Context: an optimization exercise on an open-source flow, tuned for small area. The choices shown serve that exercise and are no tape-out recipe.
In this exercise RTL edits were held to simulation tests only and were not proved equivalent to the original.
Power and IR drop assume default switching activity.

Design spark16_core, start of the top module:
module spark16_core (
    input  wire        clk,
    input  wire        rst,           
    input  wire        load,
    input  wire [15:0] load_start,
    input  wire [15:0] load_len,
    output reg         mem_valid,
    output reg         mem_we,
    output reg  [15:0] mem_addr,
    output reg  [15:0] mem_wdata,
    input  wire        mem_ready,
    input  wire [15:0] mem_rdata,
    output wire        halted,
    output wire        faulted,
    output wire [2:0]  fault_kind,
    input  wire [3:0]  dbg_sel,
    output reg  [15:0] dbg_data
);
Size: about 210 flip-flops, roughly 110 I/O pins, ~12000 um^2 of cells after synthesis.
==> flow/config.mk <==
export PLATFORM = sky130hd
export DESIGN_NAME = spark16_core
export DESIGN_NICKNAME = spark16_core
export VERILOG_FILES = /design/flow/design.v
export SDC_FILE = /design/flow/constraint.sdc
export NUM_CORES = 4
export LEC_CHECK = 0
export CAP_MARGIN = 20
export CORE_MARGIN = 2
export CORE_UTILIZATION = 60
export CTS_BUF_LIST = sky130_fd_sc_hd__clkbuf_16
export CTS_CLUSTER_DIAMETER = 120
export CTS_CLUSTER_SIZE = 24
export SLEW_MARGIN = 20
==> flow/constraint.sdc <==
create_clock -name core_clock -period 10.0 [get_ports {clk}]
set_input_delay 2.0000 -clock core_clock [delete_from_list [all_inputs] [get_ports {clk}]]
set_output_delay 2.0000 -clock core_clock [all_outputs]
set_load 0.01 [all_outputs]
run.sh (not shown) runs the stock make flow with config.mk's settings and CLKGATE_MAP_FILE= SYNTH_SCRIPT=/design/flow/synth_recipe.tcl, a recipe that flattens the netlist after the stock synthesis.
Next try:
==> flow/flow/run.sh (new file) <==
#!/bin/bash
# Own layout flow: the standard layout (standard.sh, ORFS synthesis to finish) with two
# changes that only affect how the layout is made:
#  - synthesis: synth_recipe.tcl unchanged, except that Yosys's abc call (the mapping of the
#    combinational logic, after the registers are mapped) uses the area-oriented script
#    flow/abc_area.script instead of ORFS's speed script;
#  - the port buffers that global placement inserts use the smallest buffer cell.
# Every tool's output goes to standard_flow.log here; ORFS's own logs are under orfs/logs.
set -euo pipefail
W=$(pwd)
{
  cat <<EOT
proc abc {args} {
  set out {}
  set skip 0
  foreach a \$args {
    if {\$skip} { lappend out $W/flow/abc_area.script; set skip 0; continue }
    if {\$a eq "-script"} { lappend out \$a; set skip 1; continue }
    lappend out \$a
  }
  yosys abc {*}\$out
}
EOT
  cat synth_recipe.tcl
} > own_synth.tcl
bash standard.sh "SYNTH_SCRIPT=$W/own_synth.tcl" \
  "BUFFER_PORTS_ARGS=-buffer_cell sky130_fd_sc_hd__buf_1" finish > standard_flow.log 2>&1
==> flow/flow/abc_area.script (new file) <==
strash
&get -n
&fraig -x
&put
scorr
dc2
strash
&get -n
&dch -f
&nf -R 1000
&st
&dch -f
&nf -R 1000
&put
==> flow/standard.sh (new file) <==
#!/bin/bash
# synth_recipe.tcl (not shown) runs the flow's synth.tcl, then flattens the netlist and writes it again
# the make line also repeats each setting of config.mk as NAME=value (left out here)
make -C /OpenROAD-flow-scripts/flow DESIGN_CONFIG=/design/flow/config.mk WORK_HOME=/design/flow/orfs CLKGATE_MAP_FILE= SYNTH_SCRIPT=/design/flow/synth_recipe.tcl "${@:-finish}"
removed: flow/run.sh
Design area is lower by about a fifth. Global-route usage is lower by 0.64 points. Via count is lower by about a fifth. Sequential power is higher by a few percent. Wire length is lower by about a fifth. Clock power is lower by a few percent. Utilization is lower by 1.2 points. Worst setup slack loses 0.060 ns. Power is lower by a few percent. Synthesized cell count is lower by about a fifth. Register-to-register slack loses 0.75 ns.
Next try:
==> flow/flow/run.sh (replaced) <==
#!/bin/bash
# Own layout flow: the standard layout (standard.sh, ORFS synthesis to finish) with one
# change that only affects how the layout is made: in synthesis, synth_recipe.tcl runs
# unchanged except that Yosys's abc call (the mapping of the combinational logic, after the
# registers are mapped) uses the area-oriented script flow/abc_area.script instead of ORFS's
# speed script. The output of make and every tool it runs goes to standard_flow.log here;
# ORFS's own per-step logs are under orfs/logs.
set -euo pipefail
W=$(pwd)
{
  cat <<EOT
proc abc {args} {
  set out {}
  set skip 0
  foreach a \$args {
    if {\$skip} { lappend out $W/flow/abc_area.script; set skip 0; continue }
    if {\$a eq "-script"} { lappend out \$a; set skip 1; continue }
    lappend out \$a
  }
  yosys abc {*}\$out
}
EOT
  cat synth_recipe.tcl
} > own_synth.tcl
bash standard.sh "SYNTH_SCRIPT=$W/own_synth.tcl" finish > standard_flow.log 2>&1
What happened:
- The new run went through all stages and came out clean
- synthesized cell count stays the same
- synthesized area is unchanged
- routed wire length grows by 4.4%

== oak ==
Another version of the RTL of spark16_core (not shown whole).
Size in the first run: ~1200 cells after synthesis, ~220 flip-flops.
clock: 10.0 ns
lec_check: 0
cap_margin: 20
core_margin: 2
core_utilization: 60
cts_buf_list: sky130_fd_sc_hd__clkbuf_16
cts_cluster_diameter: 120
cts_cluster_size: 24
slew_margin: 20
standard.sh (not shown) runs the stock make flow with config.mk's settings and CLKGATE_MAP_FILE= SYNTH_SCRIPT=/design/flow/synth_recipe.tcl, a recipe that flattens the netlist after the stock synthesis.
==> flow/flow/run.sh <==
#!/bin/bash
# The standard layout (the standard.sh: ORFS synthesis through finish), with the
# port buffers that global placement inserts made from the smallest buffer cell.
set -euo pipefail
bash standard.sh "BUFFER_PORTS_ARGS=-buffer_cell sky130_fd_sc_hd__buf_1" finish > standard_flow.log 2>&1
oak completed end to end with timing, DRC and antenna clean.
Modified inputs, pine compared to oak
==> flow/flow/run.sh <==
#!/bin/bash
# Own layout flow: the standard layout (standard.sh, ORFS synthesis to finish) with two
# changes that only affect how the layout is made:
#  - synthesis: synth_recipe.tcl unchanged, except that Yosys's abc call (the mapping of the
#    combinational logic, after the registers are mapped) uses the area-oriented script
#    flow/abc_area.script instead of ORFS's speed script;
#  - the port buffers that global placement inserts use the smallest buffer cell.
# Every tool's output goes to standard_flow.log here; ORFS's own logs are under orfs/logs.
set -euo pipefail
W=$(pwd)
{
  cat <<EOT
proc abc {args} {
  set out {}
  set skip 0
  foreach a \$args {
    if {\$skip} { lappend out $W/flow/abc_area.script; set skip 0; continue }
    if {\$a eq "-script"} { lappend out \$a; set skip 1; continue }
    lappend out \$a
  }
  yosys abc {*}\$out
}
EOT
  cat synth_recipe.tcl
} > own_synth.tcl
bash standard.sh "SYNTH_SCRIPT=$W/own_synth.tcl" \
  "BUFFER_PORTS_ARGS=-buffer_cell sky130_fd_sc_hd__buf_1" finish > standard_flow.log 2>&1
==> flow/flow/abc_area.script (new file) <==
strash
&get -n
&fraig -x
&put
scorr
dc2
strash
&get -n
&dch -f
&nf -R 1000
&st
&dch -f
&nf -R 1000
&put
[summary]
Global-route usage for pine: 2.2 points down relative to oak. Pre-CTS worst setup slack is higher on oak. Delta (pine minus oak): ratio of final minimum period to clock period saw an increase, wire length after detailed routing saw a decrease, clock network area share saw an increase. oak reports its main combinational cell family by area after synthesis as compound AO/OA/AOI/OAI gates while pine reports simple AND/OR/NAND/NOR gates. NOTE number of violations reported at the end of detailed-routing iteration 0 oak->pine increased by a few percent. Largest net degree at the start of global routing: pine < oak. Re met2 track utilization from global routing: oak was higher than pine. pine vs oak on adder-cell share of the synthesized area: pine is the higher one.

port drivers added, routing unchanged:
In the flow no input, the clock included, has a driving cell. The finished layouts below were timed again as built, in two steps. Step 1, drivers: a clkbuf_16 drives clk and a buf_2 each remaining input, both assumed. Step 2 moves the port delays by t, midway between the first and last clock arrival at a register: inputs arrive t later, outputs are due t later. That takes back most of the time a late clock gives input paths. Slacks: ideal ports / drivers / drivers and shift; pairs: ideal ports / drivers.
run	t, ns	setup slack, ns	hold slack, ns	clock arrival spread, ns	cell pins on the clock port's net
the first run of note 1	0.513	2.082 / 2.061 / 2.012	0.459 / 0.459 / 0.459	0.011 / 0.012	1
the second run of note 1	0.517	2.022 / 2.022 / 2.022	0.458 / 0.458 / 0.458	0.023 / 0.024	1
the third run of note 1	0.516	1.964 / 1.918 / 2.017	0.456 / 0.456 / 0.456	0.016 / 0.016	1
oak	0.534	2.302 / 2.334 / 1.800	0.453 / 0.453 / 0.453	0.040 / 0.041	1
pine	0.516	1.474 / 1.474 / 1.474	0.457 / 0.457 / 0.457	0.030 / 0.029	1
After both steps setup and hold are still met in every run listed. The setup slack of oak, which loses most, moves by +0.032 ns with the drivers and by -0.502 ns with both steps.
